Background: an optimization exercise with open tools, aiming at small area, a short achievable clock period and few clock cycles per item. Do not read the settings as production practice.
The RTL was checked by simulation tests, not by an equivalence proof against the original design.
Power is estimated from default activity; no workload was simulated.

==> flow/design.v <==
module crsf_framer (
    input  wire       clk,
    input  wire       rst,         
    input  wire       in_valid,
    input  wire [7:0] in_data,
    output wire       in_ready,
    output wire       out_valid,
    output wire [7:0] out_data,
    output wire       out_last,
    input  wire       out_ready
);
    localparam [1:0] M_SEEK  = 2'd0,    
                     M_HSYNC = 2'd1,    
                     M_CAND  = 2'd2;    
    localparam TAPG = 16;                
    localparam RDG  = 4;                 
    function automatic [7:0] crc8_step(input [7:0] r, input [7:0] d);
        integer k;
        reg [7:0] c;
        begin
            c = r ^ d;
            for (k = 0; k < 8; k = k + 1)
                c = c[7] ? ((c << 1) ^ 8'hD5) : (c << 1);
            crc8_step = c;
        end
    endfunction
    function automatic is_sync(input [7:0] b);
        is_sync = (b == 8'hC8) || (b == 8'hEA) || (b == 8'hEC) || (b == 8'hEE);
    endfunction
    function automatic len_ok(input [7:0] b);
        len_ok = (b[7:6] == 2'b00) && (b[5:1] != 5'd0) && (b[5:0] != 6'd63);
    endfunction
    reg  [7:0] ring [0:63];
    reg  [5:0] base;               
    reg  [5:0] ph;                 
    reg  [6:0] wr;                 
    reg        in_rdy;
    reg  [6:0] ra;                 
    reg  [5:0] ra_ph;              
    reg  [7:0] rd;
    reg        rd_v;
    reg        ra_live;            
    reg        fl;                 
    reg  [1:0] mode;
    reg  [6:0] s;                  
    reg  [5:0] k;                  
    reg  [7:0] crc;
    reg  [6:0] nxt;                
    reg        nxt_v;
    reg        psync;              
    reg  [6:0] q0, q1, q2;         
    reg  [1:0] qn;
    reg        qfull;              
    reg        e_act;
    reg  [6:0] e;                  
    reg  [5:0] e_ph;               
    reg  [1:0] eph;                
    reg  [5:0] rem;                
    reg        el;                 
    reg  [7:0] od;                 
    reg        ol;
    reg        ov;
    reg  [7:0] oc;                 
    reg        ocl;
    reg        gr;                 
    reg  [5:0] pa;                 
    wire [7:0] pdat = ring[pa - (pa % RDG)];
    wire       wen = in_valid && in_rdy;
    integer i;
    always @(posedge clk) begin
        for (i = 0; i < 64; i = i + 1) begin
            if (i % TAPG == 1 && wen && ph == i)
                ring[i] <= in_data;
            else
                ring[i] <= ring[(i + 63) % 64];
        end
    end
    wire [6:0] rp    = ra - 7'd1;     
    wire       avail = ra_live ? wen : (gr && !fl && (ra_ph % RDG == 0));
    always @(posedge clk)
        rd <= ra_live ? in_data : pdat;
    wire       sy    = is_sync(rd);
    wire       lv    = len_ok(rd);
    wire [7:0] crc_n = crc8_step(crc, rd);
    wire       last  = (k == 6'd0);
    wire       pass  = (crc == rd);
    wire       chk      = rd_v && (mode == M_CAND) && last;
    wire       commit   = chk && pass && !qfull;
    wire       stall    = chk && pass && qfull;
    wire       rewind   = chk && !pass && nxt_v;
    wire       flush    = stall || rewind;
    wire [6:0] flush_to = stall ? rp : (nxt + 7'd1);
    wire [6:0] ra_inc  = ra + {6'd0, avail};
    wire       live_nx = ra_live ? 1'b1 : (avail && !wen && (ra + 7'd1 == wr));
    wire [5:0] ra_ph_nx = fl ? (base + 6'd1 - ra[5:0]) : avail ? ra_ph : ra_ph + 6'd1;
    always @(posedge clk) begin
        if (rst) begin
            ra      <= 7'd0;
            ra_ph   <= 6'd0;
            rd_v    <= 1'b0;
            ra_live <= 1'b1;
            fl      <= 1'b0;
        end else begin
            ra      <= flush ? flush_to : ra_inc;
            ra_ph   <= ra_ph_nx;
            rd_v    <= avail && !flush;
            ra_live <= live_nx && !flush;
            fl      <= flush;
        end
    end
    always @(posedge clk) begin
        if (rst) begin
            mode  <= M_SEEK;
            nxt_v <= 1'b0;
        end else if (rd_v) begin
            case (mode)
                M_SEEK: begin
                    if (sy) begin
                        mode <= M_HSYNC;
                        s    <= rp;
                    end
                end
                M_HSYNC: begin
                    if (lv) begin
                        mode  <= M_CAND;
                        k     <= rd[5:0] - 6'd1;
                        crc   <= 8'h00;
                        nxt_v <= 1'b0;
                        psync <= 1'b0;
                    end else if (sy) begin
                        s    <= rp;
                    end else begin
                        mode <= M_SEEK;
                    end
                end
                default: begin
                    if (!last) begin
                        crc   <= crc_n;
                        k     <= k - 6'd1;
                        psync <= sy;
                        if (psync && lv && !nxt_v) begin
                            nxt   <= rp - 7'd1;
                            nxt_v <= 1'b1;
                        end
                    end else if (pass) begin
                        if (!qfull)
                            mode <= M_SEEK;
                    end else if (nxt_v) begin
                        mode <= M_HSYNC;
                        s    <= nxt;
                    end else if (psync && lv) begin
                        s     <= rp - 7'd1;
                        k     <= rd[5:0] - 6'd1;
                        crc   <= 8'h00;
                        nxt_v <= 1'b0;
                        psync <= 1'b0;
                    end else if (sy) begin
                        mode <= M_HSYNC;
                        s    <= rp;
                    end else begin
                        mode <= M_SEEK;
                    end
                end
            endcase
        end
    end
    wire       issue   = e_act && !gr && (!ov || out_ready) && (e_ph % RDG == 0);
    wire       pop     = qn != 2'd0 && (!e_act || (issue && el));
    wire [6:0] e_nx    = pop ? q0 : e + {6'd0, issue};
    wire [5:0] e_ph_nx = pop ? (base + 6'd1 - q0[5:0]) : issue ? e_ph : e_ph + 6'd1;
    wire [1:0] qn_nx   = qn + {1'b0, commit} - {1'b0, pop};
    wire       full_hi = pop ? (qn == 2'd3 && chk) : (qn == 2'd3 || (qn == 2'd2 && chk));
    wire       gr_nx   = !live_nx && !full_hi;
    always @(posedge clk) begin
        if (rst) begin
            gr <= 1'b0;
            pa <= 6'd0;
        end else begin
            gr <= gr_nx;
            pa <= gr_nx ? ra_ph_nx : e_ph_nx;
        end
    end
    wire [7:0] od_nx = issue ? pdat : oc;
    wire       ol_nx = issue ? el : ocl;
    always @(posedge clk) begin
        od <= od_nx;
        ol <= ol_nx;
        if (issue) begin
            oc  <= od_nx;
            ocl <= ol_nx;
        end
    end
    always @(posedge clk) begin
        if (rst) begin
            ov    <= 1'b0;
            e_act <= 1'b0;
            qn    <= 2'd0;
            qfull <= 1'b0;
            el    <= 1'b0;
        end else begin
            ov   <= issue || (ov && !out_ready);
            e    <= e_nx;
            e_ph <= e_ph_nx;
            if (pop)
                el <= 1'b0;
            else if (issue)
                el <= (eph == 2'd2) && (rem == 6'd2);
            if (pop) begin
                eph   <= 2'd0;
                e_act <= 1'b1;
            end else if (issue) begin
                if (eph == 2'd0) begin
                    eph <= 2'd1;
                end else if (eph == 2'd1) begin
                    eph <= 2'd2;
                    rem <= pdat[5:0];
                end else begin
                    rem <= rem - 6'd1;
                    if (rem == 6'd1)
                        e_act <= 1'b0;
                end
            end
            if (pop) begin
                q0 <= (qn == 2'd1) ? s : q1;
                q1 <= (qn == 2'd2) ? s : q2;
                q2 <= s;
            end else begin
                if (qn == 2'd0) q0 <= s;
                if (qn == 2'd1) q1 <= s;
                if (qn == 2'd2) q2 <= s;
            end
            qn    <= qn_nx;
            qfull <= (qn_nx == 2'd3);
        end
    end
    wire [6:0] front = e_act ? e : (qn != 2'd0) ? q0 : (mode == M_SEEK) ? rp : s;
    reg  [6:0] front_q;
    wire [6:0] used  = wr - front_q;
    wire [5:0] ph_nx = wen ? ph : ph + 6'd1;
    always @(posedge clk) begin
        if (rst) begin
            base    <= 6'd0;
            ph      <= 6'd1;
            wr      <= 7'd0;
            front_q <= 7'd0;
            in_rdy  <= 1'b1;
        end else begin
            base    <= base + 6'd1;
            ph      <= ph_nx;
            wr      <= wr + {6'd0, wen};
            front_q <= front;
            in_rdy  <= (ph_nx % TAPG == 1) && (({1'b0, used} + {7'd0, wen}) <= 8'd63);
        end
    end
    assign in_ready  = in_rdy;
    assign out_valid = ov;
    assign out_data  = od;
    assign out_last  = ol;
endmodule
==> flow/flow/run.sh <==
#!/bin/bash
# The standard ORFS flow (the standard.sh, synthesis unchanged) with two
# changes to how the layout is made:
#   - port buffers use a regular buffer cell (buf_4) instead of a delay cell;
#   - timing repair aims for a setup slack of MARGIN ns at the fixed clock.
# The make output goes to flow_make.log; ORFS keeps each step's log under orfs/logs.
set -euo pipefail
MARGIN=5.4
sed "s/SETUP_SLACK_MARGIN=[0-9.]*/SETUP_SLACK_MARGIN=${MARGIN}/" standard.sh > standard_margin.sh
export BUFFER_PORTS_ARGS="-buffer_cell sky130_fd_sc_hd__buf_4"
bash standard_margin.sh > flow_make.log 2>&1
==> flow/standard.sh <==
#!/bin/bash
# synth_recipe.tcl (not shown) runs the flow's synth.tcl, then flattens the netlist and writes it again
# the make line also repeats each setting of config.mk as NAME=value (left out here)
make -C /OpenROAD-flow-scripts/flow DESIGN_CONFIG=/design/flow/config.mk WORK_HOME=/design/flow/orfs CLKGATE_MAP_FILE= SYNTH_SCRIPT=/design/flow/synth_recipe.tcl "${@:-finish}"
==> flow/config.mk <==
export PLATFORM = sky130hd
export DESIGN_NAME = crsf_framer
export DESIGN_NICKNAME = crsf_framer
export VERILOG_FILES = /design/flow/design.v
export SDC_FILE = /design/flow/constraint.sdc
export NUM_CORES = 4
export LEC_CHECK = 0
export ABC_CLOCK_PERIOD_IN_PS = 3000
export CAP_MARGIN = 20
export CORE_MARGIN = 2
export CORE_UTILIZATION = 40
export CTS_CLUSTER_DIAMETER = 100
export CTS_CLUSTER_SIZE = 25
export SETUP_SLACK_MARGIN = 5
export SLEW_MARGIN = 20
==> flow/constraint.sdc <==
create_clock -name core_clock -period 8.0 [get_ports {clk}]
set_input_delay 1.6000 -clock core_clock [delete_from_list [all_inputs] [get_ports {clk}]]
set_output_delay 1.6000 -clock core_clock [all_outputs]
set_load 0.01 [all_outputs]
==> impl_metrics.yaml, run 1 <==
clock_tree:
  cts.clk_slew.worst_paths_ps: 90
  cts_buffers: 30
  htree_levels: 1
  clk_latency_ps: 640
  cts.sinks: 666
  clock_path_buffers: 3
  cts_tree: "done"
  clock-root-buffer: "clkbuf_16"
global_route:
  top_usage_layer: "met2"
  met1_usage: 0.2278
  track_usage: 0.1609
  grt_first_pass_wirelength_um: 67330
  grt_use_met2: 0.2566
  antenna_found_initial: 1
  use_met3: 0.02333
  grt_max_degree: 55
  grt.overflow.total: 0
  grt_pass1_vias: 11570
power_and_ir_drop:
  p_leak_nw: 9.184
  power.density_mw_per_mm2: 301.2
  seq_power_share: 0.548
  combPwrFrac: 0.212
  internal_power_mw: 5.073
  p_switching_mw: 2.066
  ir_drop_mv: 0.1855
  p_clk_frac: 0.240
  netSwitchingFraction: 0.2894
floorplan:
  dieHeight_um: 232.2
  rows: 83
  io_pins: 23
  core_mm2: 0.05141
  die_area_mm2: 0.05390
  die_w_um: 232.2
  initial_core_util: 0.4051
cells_and_area:
  fillers: 4596
  diodes: 0
  drive_gt1_frac: 0.1808
  fin_cells: 2378
  area_delta_synth_final_pct: 13.80
  final_nets: 1749
setup_path:
  endpoint_kind: "primary output"
  r2r-start: "qn[0]"
  path_buf_inv: 1
  max_stage_delay_ps: 370
  worst-path-stages: 1
  worst-endpoint-arrival_ps: 1120
  start_kind: "register"
  cp_slowest_cell: "dfxtp_4"
  setup.worst_path.start: "ol"
  reg2reg_depth: 10
  endpoint: "out_last"
  path_max_fanout: 1
  path_cells: "buf_6"
  reg2reg_slack_ps: 5430
  critPathTopFamily: "flip-flops"
  critical_path_class: "reg2out"
  required_ps: 6400
  r2r_end: "qfull"
timing:
  max_slew_margin: 0.4241
  worstMarginPinSlew_ps: 862.7
  min_period_over_period: 0.3402
  final.setup.worst_slack_ps: 5279
  setup_violations: 0
  hold-worst-slack_ps: 277.8
  fmax_ghz: 0.3674
  finClkSkew_ps: 56.11
  rsz0062_at_grt: "true"
  setup_tns_ps: 0
  finalHoldViolations: 0
  finalMaxSlewViolations: 0
  layout_min_cycle_time_ps: 2721
placed_design:
  place.gp.congestion: 0.8430
  place_hpwl_um: 28810
  portBuffers: 22
  pre_cts_ws_ps: 4019
  dp_cells: 2292
logic_synthesis:
  synth_edf_count: 80
  netlist_instances: 1643
  yosys.area.top_type: "dfxtp_1"
  avgSynthCellArea_um2: 12.67
  synthDistinctLibCells: 88
  yosysSeqAreaShare: 0.6787
  ys.flop_type: "dfxtp_1"
  synth_nets: 1703
  ys_ff_latch: 666
  netlist_top_cells_area: "dfxtp_1 (56%), edfxtp_1 (12%), mux2_2 (3.2%)"
  yosys_warnings: 2
  yosysTopAreaCellShare: 0.5634
  netlist_area_mm2: 0.02082
  ys_async_sr_fraction: 0
drt:
  dr_total_vias: 11790
  routed_wl_um: 43270
  via_per_inst: 4.959
  antenna_left: 0
  drtPass1Iterations: 5
  wire_per_inst_um: 18.20
  drt-initial-drc-count: 838
  drcViolationCount: 0
min_path:
  hp-class: "reg2reg"
job:
  maxCapViolations: 0
run_status:
  status: "timing/DRC/antenna clean"
final cells by class:
type / instances / area (µm²) / area share
inverter: 53 / 262.8 / 0.01109
timing repair buffer: 73 / 674.4 / 0.02846
clock buffer: 38 / 780.7 / 0.03295
tap: 680 / 850.8 / 0.03590
clock inverter: 3 / 66.31 / 0.002798
sequential: 666 / 14160 / 0.5977
multi-input combinational: 865 / 6899 / 0.2911
cells in the final DEF, fill, tap and decap left out, drive strengths merged, types with 38 or more instances in the layout:
master | synthesis | routed
buf | 25 | 73
ha | 45 | 45
inv | 51 | 48
dfxtp | 586 | 586
o21ai | 52 | 52
mux2 | 63 | 63
xor2 | 48 | 48
xnor2 | 62 | 62
nand2 | 90 | 91
clkbuf | 36 | 38
nor2 | 118 | 118
a21oi | 56 | 56
edfxtp | 80 | 80
what timing repair did:
item | 4_1_cts | 5_1_grt
hold buffers | 0 | 0
gates resized for setup | 75 | 45
setup endpoints to repair | 91 | 47
buffers inserted | 30 | 13
pin swaps | 9 | 19
cloned | 2 | 0
how the worst min path moves through the flow:
stage | cells after the start | end | start
3_3_place_gp | 0 | ring[42][5] | ring[41][5]
6_report | 0 | ring[56][5] | ring[55][5]
5_1_grt | 0 | ring[48][5] | ring[47][5]
3_5_place_dp | 0 | ring[24][3] | ring[23][3]
4_1_cts | 0 | ring[40][1] | ring[39][1]
2_1_floorplan | 0 | ring[0][0] | ring[63][0]
synthesized netlist by cell type, types with 8 or more instances:
| library cell | n |
|---|---|
| xor2_1 | 47 |
| dfxtp_1 | 586 |
| or3_1 | 10 |
| and2_1 | 8 |
| nor2b_1 | 17 |
| clkbuf_1 | 36 |
| mux2i_1 | 23 |
| a22oi_1 | 11 |
| buf_2 | 17 |
| a32oi_1 | 14 |
| nand2b_1 | 13 |
| a211oi_1 | 15 |
| nand3_1 | 30 |
| xnor2_1 | 58 |
| a21oi_1 | 53 |
| nor2_1 | 116 |
| nor3_1 | 23 |
| ha_1 | 45 |
| and3_1 | 16 |
| o22ai_1 | 10 |
| edfxtp_1 | 80 |
| o221ai_1 | 9 |
| mux2_2 | 60 |
| a31oi_1 | 9 |
| o21ai_0 | 48 |
| inv_1 | 50 |
| nand2_1 | 89 |
| a211o_1 | 9 |
state kept, by name (all words and copies together) (netlist names), 7 cells and up, named ones only:
signal / flops
q1: 7
ring: 512
od: 8
q0: 7
crc: 8
nxt: 7
oc: 8
wr: 7
e: 7
s: 7
q2: 7
front_q: 7
ra: 7
rd: 8
power by group through the flow:
stage	Combinational, mW	Sequential, mW	Clock (mW)
finish	1.51	3.91	1.71
global route	1.64	3.95	1.88
CTS	1.44	3.91	1.77
detailed placement	1.29	3.97	0
global placement	1.27	3.97	0
floorplan	0.959	3.89	0
cells by family after synthesis:
kind of cell	count (synthesis)	share of synthesized area
and+or+nand+nor	368	0.08767
xor gates and xnor gates	113	0.05131
adders and majority gates	48	0.02992
buffers and inverters	114	0.02193
muxes	88	0.04747
DFF	666	0.6787
AOI/OAI and AO/OA	246	0.08298
metal layers:
layer	part of all wire	vias to the layer above
li1	-	5732
met1	0.48	5761
met2	0.45	241
met3	0.047	57
met4	0.021	2
met5	0.00037	-
metrics by stage:
step | total power, mW | utilization | cell area, µm²
2_1_floorplan | 4.853 | - | 21290
3_3_place_gp | 5.241 | 0.4283 | 22020
3_5_place_dp | 5.262 | 0.4283 | 22020
4_1_cts | 7.116 | 0.4551 | 23390
5_1_grt | 7.471 | 0.4610 | 23700
6_report | 7.139 | 0.4610 | 23700
Testbench counts, summed over its fixed seeds: cycles 34,454, bytes 32,000.
==> inputs of run 2 (changes only) <==
--- a/flow/design.v
+++ b/flow/design.v
@@ -15,3 +15,3 @@
     localparam TAPG = 16;                
-    localparam RDG  = 4;                 
+    localparam RDG  = 8;                 
     function automatic [7:0] crc8_step(input [7:0] r, input [7:0] d);
--- a/flow/config.mk
+++ b/flow/config.mk
@@ -12,3 +12,3 @@
 export CTS_CLUSTER_DIAMETER = 100
-export CTS_CLUSTER_SIZE = 25
+export CTS_CLUSTER_SIZE = 20
 export SETUP_SLACK_MARGIN = 5
==> impl_metrics.yaml, run 2 <==
run_status:
  status: "timing/DRC/antenna clean"
floorplan:
  die_area_mm2: 0.05161
  dieHeight_um: 227.2
  die_w_um: 227.2
  core_mm2: 0.04905
  initial_core_util: 0.4061
  rows: 81
  io_pins: 23
power_and_ir_drop:
  power.density_mw_per_mm2: 308.4
  ir_drop_mv: 0.2029
  p_leak_nw: 8.760
global_route:
  grt_use_met2: 0.2316
  grt.overflow.total: 0
  track_usage: 0.1470
  met1_usage: 0.2078
  use_met3: 0.02155
  grt_max_degree: 53
  grt_first_pass_wirelength_um: 58900
  top_usage_layer: "met2"
  antenna_found_initial: 0
  grt_pass1_vias: 10630
logic_synthesis:
  avgSynthCellArea_um2: 12.99
  synthDistinctLibCells: 78
  synth_edf_count: 80
  yosys.area.top_type: "dfxtp_1"
  yosys_warnings: 2
  synth_nets: 1594
  netlist_instances: 1534
  yosysSeqAreaShare: 0.7085
  ys_async_sr_fraction: 0
  synth.most_common_cell: "dfxtp_1"
  netlist_area_mm2: 0.01992
  yosysTopAreaCellShare: 0.5879
  netlist_top_cells_area: "dfxtp_1 (59%), edfxtp_1 (12%), xnor2_1 (3.4%)"
  synth_common_cells: "dfxtp_1 (585), nor2_1 (101), nand2_1 (90), edfxtp_1 (80), xnor2_1 (77)"
  ys_ff_latch: 665
  ys.flop_type: "dfxtp_1"
clock_tree:
  clk_latency_ps: 570
  cts_tree: "done"
  cts.clk_slew.worst_paths_ps: 100
  clock-root-buffer: "clkbuf_16"
  clock_path_buffers: 3
  htree_levels: 2
  cts_buffers: 39
  cts.sinks: 665
setup_path:
  path_max_fanout: 4
  critical_path_class: "in2reg"
  max_stage_delay_ps: 250
  endpoint_kind: "register"
  worst-endpoint-arrival_ps: 3180
  path_cells: "buf_6 > nand2b_4 > a41o_4 > nand2_8 > inv_12 > ha_4 > inv_2 > ha_4 > xor2_2 > xnor2_1 > nor2_1 > and2_1"
  start_kind: "input port"
  cp_slowest_cell: "ha_4"
  cpMostUsedCell: "ha_4"
  required_ps: 8470
drt:
  dr_total_vias: 10640
  drcViolationCount: 0
  drt-initial-drc-count: 554
  drtPass1Iterations: 5
  antenna_left: 0
  wire_per_inst_um: 16.53
  via_per_inst: 4.718
  routed_wl_um: 37280
cells_and_area:
  final_nets: 1639
  largest_reg_flops: 512
  seq_area_mm2: 0.01414
  final_cell_mix: "dfxtp_1 (571), nor2_1 (97), nand2_1 (83)"
  area_delta_synth_final_pct: 14.52
  fin_cells: 2255
  diodes: 0
  fillers: 4361
  multiInputGateArea_mm2: 0.006023
  drive_gt1_frac: 0.1603
  final_common_cell: "dfxtp_1"
  largest-register: "ring"
placed_design:
  dp_cells: 2174
  place.gp.congestion: 0.8066
  portBuffers: 22
  place_hpwl_um: 23990
timing:
  min_period_over_period: 0.3380
  setup_tns_ps: 0
  finalHoldViolations: 0
  rsz0062_at_grt: "true"
  setup_violations: 0
  worstMarginPinSlew_ps: 784.0
  fmax_ghz: 0.3698
  finalMaxSlewViolations: 0
  layout_min_cycle_time_ps: 2704
  finClkSkew_ps: 30.37
  max_slew_margin: 0.4766
min_path:
  hp-class: "reg2reg"
job:
  maxCapViolations: 0
## run 2: cell types whose count changed in the layout (fill, tap and decap cells not counted), moves of 10 or more
cell,delta
o21ai_0,-20
xnor2_1,+20
a32oi_1,-14
xor2_1,-14
nor2_1,-11
o22ai_1,+10
## run 2: path summary, 6_finish.rpt
path / slack, ps / start / cells after the start / endpoint
max: 5300 / out_ready / 12 / qfull
min: 310 / ring[29][0] / 0 / ring[30][0]
max reg2reg: 5420 / rd[2] / 11 / qfull
min reg2reg: 310 / ring[29][0] / 0 / ring[30][0]
## run 2: final cells by class
type                       count  area share
multi-input combinational    768      0.2640
sequential                   665      0.6197
timing repair buffer          56     0.02402
tap                          664     0.03642
clock inverter                 4    0.002029
inverter                      49    0.009378
clock buffer                  49     0.04442
## run 2: worst max-delay path, delay by kind of cell
kind	cells	cell delay (ps)
compound gates	1	240
buf+inv	3	170
simple gates	4	490
fa+ha+maj	2	400
xor+xnor	2	270
## run 2: metal layers
metal / part of all wire / wire length, µm
met2: 0.45 / 16630
met5: 0 / 0
met1: 0.49 / 18400
met3: 0.034 / 1280
met4: 0.026 / 964
## run 2: report_power, final
group	leakage [nW]	internal [mW]	switching (mW)	total [mW]
combinational	2.74	0.532	0.698	1.23
sequential	5.50	3.70	0.177	3.87
clock	0.516	0.903	1.03	1.93
total	8.76	5.13	1.90	7.04
## run 2: kinds of logic (layout without fill, tap and decap cells)
| kind of cell | after synthesis | in the layout | synth area share |
|---|---|---|---|
| multiplexers | 75 | 75 | 0.04371 |
| adder cells (fa/ha/maj) | 49 | 49 | 0.03178 |
| AND/OR/NAND/NOR | 333 | 334 | 0.07964 |
| flip-flops | 665 | 665 | 0.7085 |
| AO/OA/AOI/OAI | 197 | 197 | 0.06513 |
| buffers and inverters | 102 | 158 | 0.01985 |
| XOR/XNOR | 113 | 113 | 0.05144 |
## run 2: what timing repair did
action / 4_1_cts / 5_1_grt
gates cloned: 2 / 0
hold buffers: 0 / 0
endpoints found under the hold margin: 0 / 0
resized for setup: 67 / 21
setup buffers: 19 / 7
endpoints found under the setup margin: 136 / 61
pin swaps: 16 / 7
## run 2: stage by stage
step	hold WS, ps	util	area, µm²	power, mW	setup WS, ps
finish	314.8	0.4651	22810	7.036	5296
floorplan	309.6	-	20380	4.766	4680
global placement	309.8	0.4305	21120	5.013	4043
CTS	316.5	0.4613	22630	7.061	5290
detailed placement	312.1	0.4305	21120	5.038	3883
global route	327.1	0.4651	22810	7.379	5259
Testbench counts of run 2, summed over its fixed seeds: cycles 35,006, bytes 32,000.
==> inputs of run 3 (changes only) <==
--- a/flow/flow/run.sh
+++ b/flow/flow/run.sh
@@ -7,3 +7,3 @@
 set -euo pipefail
-MARGIN=5.4
+MARGIN=5.3
 sed "s/SETUP_SLACK_MARGIN=[0-9.]*/SETUP_SLACK_MARGIN=${MARGIN}/" standard.sh > standard_margin.sh
--- a/flow/config.mk
+++ b/flow/config.mk
@@ -10,3 +10,3 @@
 export CORE_MARGIN = 2
-export CORE_UTILIZATION = 40
+export CORE_UTILIZATION = 55
 export CTS_CLUSTER_DIAMETER = 100
==> impl_metrics.yaml, run 3 <==
floorplan:
  io_pins: 23
  die_area_mm2: 0.03776
  core_mm2: 0.03566
  dieHeight_um: 194.3
  initial_core_util: 0.5587
  rows: 69
  die_w_um: 194.3
timing:
  fmax_ghz: 0.3638
  rsz0062_at_grt: "true"
  final.setup.worst_slack_ps: 5251
  finalMaxSlewViolations: 0
  finClkSkew_ps: 36.33
  finalHoldViolations: 0
  max_slew_margin: 0.3794
  setup_violations: 0
  min_period_over_period: 0.3436
  worstMarginPinSlew_ps: 929.6
  setup_tns_ps: 0
  layout_min_cycle_time_ps: 2749
power_and_ir_drop:
  p_leak_nw: 8.695
  ir_drop_mv: 0.2408
  power.density_mw_per_mm2: 314.4
placed_design:
  dp_cells: 1970
  portBuffers: 22
  pre_cts_ws_ps: 3758
  place_hpwl_um: 23850
  place.gp.congestion: 0.8323
cells_and_area:
  final_nets: 1636
  final_cell_mix: "dfxtp_1 (581), nor2_1 (97), nand2_1 (84)"
  diodes: 0
  fin_util: 0.6266
  multiInputGateArea_mm2: 0.005856
  fillers: 2780
  largest-register: "ring"
  seq_area_mm2: 0.01412
  drive_gt1_frac: 0.1427
  final_common_cell: "dfxtp_1"
  fin_cells: 2052
  largest_reg_flops: 512
  area_delta_synth_final_pct: 12.14
logic_synthesis:
  avgSynthCellArea_um2: 12.99
  ys.flop_type: "dfxtp_1"
  synthDistinctLibCells: 78
  yosysSeqAreaShare: 0.7085
  yosys.area.top_type: "dfxtp_1"
  ys_ff_latch: 665
  ys_async_sr_fraction: 0
  netlist_top_cells_area: "dfxtp_1 (59%), edfxtp_1 (12%), xnor2_1 (3.4%)"
  synth.most_common_cell: "dfxtp_1"
  synth_common_cells: "dfxtp_1 (585), nor2_1 (101), nand2_1 (90), edfxtp_1 (80), xnor2_1 (77)"
  netlist_area_mm2: 0.01992
  synth_nets: 1594
  yosysTopAreaCellShare: 0.5879
  synth_edf_count: 80
  yosys_warnings: 2
  netlist_instances: 1534
clock_tree:
  clock_path_buffers: 3
  clock-root-buffer: "clkbuf_16"
  cts_buffers: 39
  clk_latency_ps: 570
  htree_levels: 2
  cts.clk_slew.worst_paths_ps: 100
  cts_tree: "done"
  hold_buffers: 0
  cts.sinks: 665
setup_path:
  required_ps: 8480
  critical_path_class: "in2reg"
  start_kind: "input port"
  worst-endpoint-arrival_ps: 3220
  endpoint_kind: "register"
  path_max_fanout: 15
global_route:
  track_usage: 0.1975
  grt_first_pass_wirelength_um: 58130
  grt_pass1_vias: 10460
  grt.overflow.total: 0
  antenna_found_initial: 0
  grt_max_degree: 54
min_path:
  hp-class: "reg2reg"
drt:
  drtPass1Iterations: 5
  via_per_inst: 5.214
  drt-initial-drc-count: 511
  antenna_left: 0
  dr_total_vias: 10700
  routed_wl_um: 36840
  drcViolationCount: 0
  wire_per_inst_um: 17.95
job:
  maxCapViolations: 0
run_status:
  status: "timing/DRC/antenna clean"
==> run 3: critical path: stages <==
cell and delay, ps:
buf_6 100, nand2b_4 150, a41o_4 240, nand2_8 90, inv_12 60, ha_4 260
inv_2 40, ha_4 150, xor2_2 170, xnor2_1 150, nor2_1 70, and2_1 160
==> run 3: path summary, 6_finish.rpt <==
| path | start | endpoint | slack [ps] | cells past startpoint |
|---|---|---|---|---|
| setup / recovery | out_ready | qfull | 5250 | 12 |
| hold / removal | ring[62][4] | ring[63][4] | 310 | 0 |
| setup reg to reg | pa[5] | rem[0] | 5430 | 7 |
| hold reg to reg | ring[62][4] | ring[63][4] | 310 | 0 |
==> run 3: power breakdown <==
group / switching, mW / internal (mW) / total [mW]
clock network: 1.03 / 0.934 / 1.96
logic: 0.694 / 0.498 / 1.19
registers: 0.174 / 3.70 / 3.87
total: 1.90 / 5.13 / 7.02
==> run 3: per-stage QoR <==
stage / area, µm² / total power, mW / hold WS (ps)
2_1_floorplan: 20270 / 4.753 / 309.6
3_3_place_gp: 20770 / 5.017 / 310.1
3_5_place_dp: 20770 / 5.045 / 312.1
4_1_cts: 22120 / 7.052 / 303.0
5_1_grt: 22340 / 7.351 / 319.9
6_report: 22340 / 7.023 / 310.3
==> run 3: repair_timing <==
action	4_1_cts	5_1_grt
setup endpoints to repair	48	45
setup buffers	10	14
pin swaps	6	14
cloned	2	0
resized for setup	31	18
==> run 3: layer usage <==
metal / track usage / part of all wire
met5: 0 / 0
met4: 0.05983 / 0.025
met3: 0.02724 / 0.035
met2: 0.3213 / 0.46
met1: 0.2771 / 0.48
==> run 3: kinds of logic (layout without fill, tap and decap cells) <==
kind of cell / after synthesis / count (layout) / share of synthesized area
xor gates and xnor gates: 113 / 113 / 0.05144
muxes: 75 / 75 / 0.04371
AOI/OAI and AO/OA: 197 / 197 / 0.06513
adders and majority gates: 49 / 49 / 0.03178
DFF: 665 / 665 / 0.7085
and+or+nand+nor: 333 / 334 / 0.07964
buffers and inverters: 102 / 158 / 0.01985
==> run 3: final cells by class <==
class	instances	share of cell area
Clock inverter	3	0.001848
Multi-Input combinational cell	768	0.2621
Clock buffer	53	0.04744
Inverter	49	0.01019
Tap cell	461	0.02582
Timing Repair Buffer	53	0.02039
Sequential cell	665	0.6322
==> inputs of run 4 (changes only) <==
--- a/flow/design.v
+++ b/flow/design.v
@@ -14,3 +14,3 @@
                      M_CAND  = 2'd2;    
-    localparam TAPG = 16;                
+    localparam TAPG = 8;                
     localparam RDG  = 8;                 
--- a/flow/flow/run.sh
+++ b/flow/flow/run.sh
@@ -7,3 +7,3 @@
 set -euo pipefail
-MARGIN=5.3
+MARGIN=5.4
 sed "s/SETUP_SLACK_MARGIN=[0-9.]*/SETUP_SLACK_MARGIN=${MARGIN}/" standard.sh > standard_margin.sh
--- a/flow/config.mk
+++ b/flow/config.mk
@@ -10,3 +10,3 @@
 export CORE_MARGIN = 2
-export CORE_UTILIZATION = 55
+export CORE_UTILIZATION = 40
 export CTS_CLUSTER_DIAMETER = 100
==> impl_metrics.yaml, run 4 <==
global_route:
  grt_max_degree: 52
  grt_first_pass_wirelength_um: 60230
  track_usage: 0.1455
  antenna_found_initial: 0
  grt.overflow.total: 0
  grt_pass1_vias: 10930
setup_path:
  required_ps: 8330
  endpoint_kind: "register"
  start_kind: "input port"
  r2r-start: "base[0]"
  critical_path_class: "in2reg"
  reg2reg_slack_ps: 5480
  worst-endpoint-arrival_ps: 3050
  reg2reg_depth: 8
  path_max_fanout: 3
  r2r_end: "pa[4]"
cells_and_area:
  fin_util: 0.4598
  fin_cells: 2303
  drive_gt1_frac: 0.1717
  final_cell_mix: "dfxtp_1 (568), nor2_1 (104), edfxtp_1 (80)"
  largest-register: "ring"
  largest_reg_flops: 512
  diodes: 0
  final_nets: 1677
  design_area_mm2: 0.02307
  final_common_cell: "dfxtp_1"
  area_delta_synth_final_pct: 13.61
placed_design:
  place_hpwl_um: 24720
  place.gp.congestion: 0.8026
  dp_cells: 2214
  portBuffers: 22
  place_area_mm2: 0.02138
logic_synthesis:
  ys_ff_latch: 665
  synthMuxAreaShare: 0.06341
  netlist_area_mm2: 0.02031
  netlist_instances: 1564
  yosys.area.top_type: "dfxtp_1"
  synth_top_family_by_area: "simple AND/OR/NAND/NOR gates"
  synthDistinctLibCells: 75
  synth_common_cells: "dfxtp_1 (585), nor2_1 (111), nand2_1 (83), edfxtp_1 (80), mux2_2 (80)"
  yosysTopAreaCellShare: 0.5767
  synth.most_common_cell: "dfxtp_1"
  yosysSeqAreaShare: 0.6951
  ys_async_sr_fraction: 0
  synth_compound_area_frac: 0.06113
  ys.flop_type: "dfxtp_1"
  synth_edf_count: 80
  avgSynthCellArea_um2: 12.98
  synth_nets: 1624
  netlist_top_cells_area: "dfxtp_1 (58%), edfxtp_1 (12%), mux2_2 (4.4%)"
  synthXorXnorAreaFrac: 0.05016
  yosys_warnings: 2
  synth_simple_gate_area_frac: 0.07980
  synthAdderAreaFrac: 0.03118
power_and_ir_drop:
  power.density_mw_per_mm2: 317.6
  internal_power_mw: 5.339
  p_clk_frac: 0.267
  seq_power_share: 0.553
  combPwrFrac: 0.180
  p_leak_nw: 8.886
  p_switching_mw: 1.987
  netSwitchingFraction: 0.2712
  ir_drop_mv: 0.2240
timing:
  rsz0062_at_grt: "true"
  setup_violations: 0
  min_period_over_period: 0.3403
  setup_tns_ps: 0
  finalMaxSlewViolations: 0
  max_slew_margin: 0.4368
  finClkSkew_ps: 16.61
  layout_min_cycle_time_ps: 2722
  fmax_ghz: 0.3673
  worstMarginPinSlew_ps: 838.8
  finalHoldViolations: 0
drt:
  drcViolationCount: 0
  drtPass1Iterations: 6
  via_per_inst: 4.743
  routed_wl_um: 37890
  wire_per_inst_um: 16.45
  antenna_left: 0
  dr_total_vias: 10920
  drt-initial-drc-count: 680
clock_tree:
  cts.clk_slew.worst_paths_ps: 90
  htree_levels: 2
  cts_tree: "done"
  hold_buffers: 0
  clock-root-buffer: "clkbuf_16"
  cts_buffers: 39
  cts.sinks: 665
  clock_path_buffers: 3
  clk_latency_ps: 570
min_path:
  hp-class: "reg2reg"
  hold_end: "ring[29][5]"
  whs_path_depth: 0
  hold_start: "ring[28][5]"
floorplan:
  die_area_mm2: 0.05258
  initial_core_util: 0.4047
  rows: 82
  io_pins: 23
  core_mm2: 0.05017
  dieHeight_um: 229.3
  die_w_um: 229.3
run_status:
  status: "timing/DRC/antenna clean"
job:
  maxCapViolations: 0
[run 4: changes by cell type after synthesis, moves of 5 or more]
| cell | delta |
|---|---|
| a21oi_1 | -5 |
| o21ai_0 | +15 |
| xnor2_1 | -18 |
| nor2_1 | +10 |
| xor2_1 | +11 |
| mux2i_1 | +9 |
| o211ai_1 | -5 |
| nand2_1 | -7 |
| mux2_2 | +27 |
[run 4: power by group through the flow]
| stage | clock, mW | combinational (mW) | sequential (mW) |
|---|---|---|---|
| after floorplan | 0 | 0.950 | 4.00 |
| after global placement | 0 | 1.16 | 4.10 |
| after detailed placement | 0 | 1.18 | 4.11 |
| after CTS | 2.02 | 1.29 | 4.05 |
| after global routing | 2.14 | 1.46 | 4.10 |
| final | 1.95 | 1.32 | 4.05 |
[run 4: worst max-delay path by stage]
stage,from,to,slack [ps]
2_1_floorplan,out_ready,qfull,4690
3_3_place_gp,out_ready,qfull,3720
3_5_place_dp,out_ready,qfull,3610
4_1_cts,out_ready,qfull,5270
5_1_grt,k[0],qfull,5250
6_report,out_ready,e[6],5280
[run 4: repair_timing]
action                                  CTS  global route
pin swaps                                14            15
gates resized for setup                  60            27
setup buffers                            18            14
endpoints found under the setup margin  127            86
gates cloned                              2             0
endpoints found under the hold margin     0             0
[run 4: worst max-delay path, cell delays in order]
cell and delay (ps):
buf_8 90, nor2b_4 50, nor3_4 240, buf_6 140, nand2_4 50, clkinvlp_4 140
ha_4 150, ha_4 140, nand3_4 90, nor2_4 140, xnor2_1 120, o21ai_1 80
[run 4: routing by layer]
metal  vias to the layer above  GRT usage  wire [µm]
met2                       191     0.2255      16600
met4                         0    0.03998        811
met5                         -          0          0
li1                       5427          -          -
met1                      5251     0.2100      19010
met3                        53    0.02465       1466
[run 4: cell type report]
type                    count  area (µm²)
inverters                  51       219.0
repair buffers             58       520.5
fillers                  4510       27100
multi-input cells         802        6247
well taps                 672       840.8
clock buffers              51        1042
flip-flops and latches    665       14150
clock inverters             4       45.04
[run 4: cell families (layout without fill, tap and decap cells)]
group,Yosys count,count (layout)
fa+ha+maj,49,49
compound gates,194,194
buf+inv,99,164
mux,111,111
simple gates,337,339
xor+xnor,109,109
flops,665,665
[run 4: per-stage QoR]
step,hold slack (ps),total power [mW],setup WS (ps)
detailed placement,312.1,5.291,3608
global placement,309.5,5.260,3719
global route,322.9,7.699,5254
floorplan,309.6,4.951,4694
CTS,321.7,7.360,5270
finish,324.1,7.326,5278
Testbench counts of run 4, summed over its fixed seeds: cycles 34,566, bytes 32,000.

port drivers added, routing unchanged:
In the flow no input, the clock included, has a driving cell. The finished layouts below were timed again as built, in two steps. Step 1 (the two cells are an assumption about what drives the block):
set clk [get_ports {clk}]
set_driving_cell -lib_cell sky130_fd_sc_hd__clkbuf_16 $clk
set_driving_cell -lib_cell sky130_fd_sc_hd__buf_2 [delete_from_list [all_inputs] $clk]
Step 2, shift: input delay + t, output delay - t, t = (earliest + latest rising clock arrival at the registers) / 2. This alone moves slack from input paths to output paths. Slacks: ideal ports / drivers / drivers and shift; pairs: ideal ports / drivers.
| run | t, ns | setup slack, ns | hold slack, ns | worst slew at a driven data input, ns |
|---|---|---|---|---|
| run 1 | 0.674 | 5.279 / 5.219 / 4.666 | 0.278 / 0.278 / 0.278 | 0.07 |
| run 2 | 0.603 | 5.296 / 5.311 / 4.710 | 0.315 / 0.315 / 0.315 | 0.05 |
| run 3 | 0.601 | 5.251 / 5.216 / 4.672 | 0.310 / 0.310 / 0.310 | 0.06 |
| run 4 | 0.611 | 5.278 / 5.278 / 4.668 | 0.324 / 0.324 / 0.324 | 0.05 |
After both steps setup and hold are still met in every run listed. The setup slack of run 1, which loses most, moves by -0.060 ns with the drivers and by -0.613 ns with both steps.
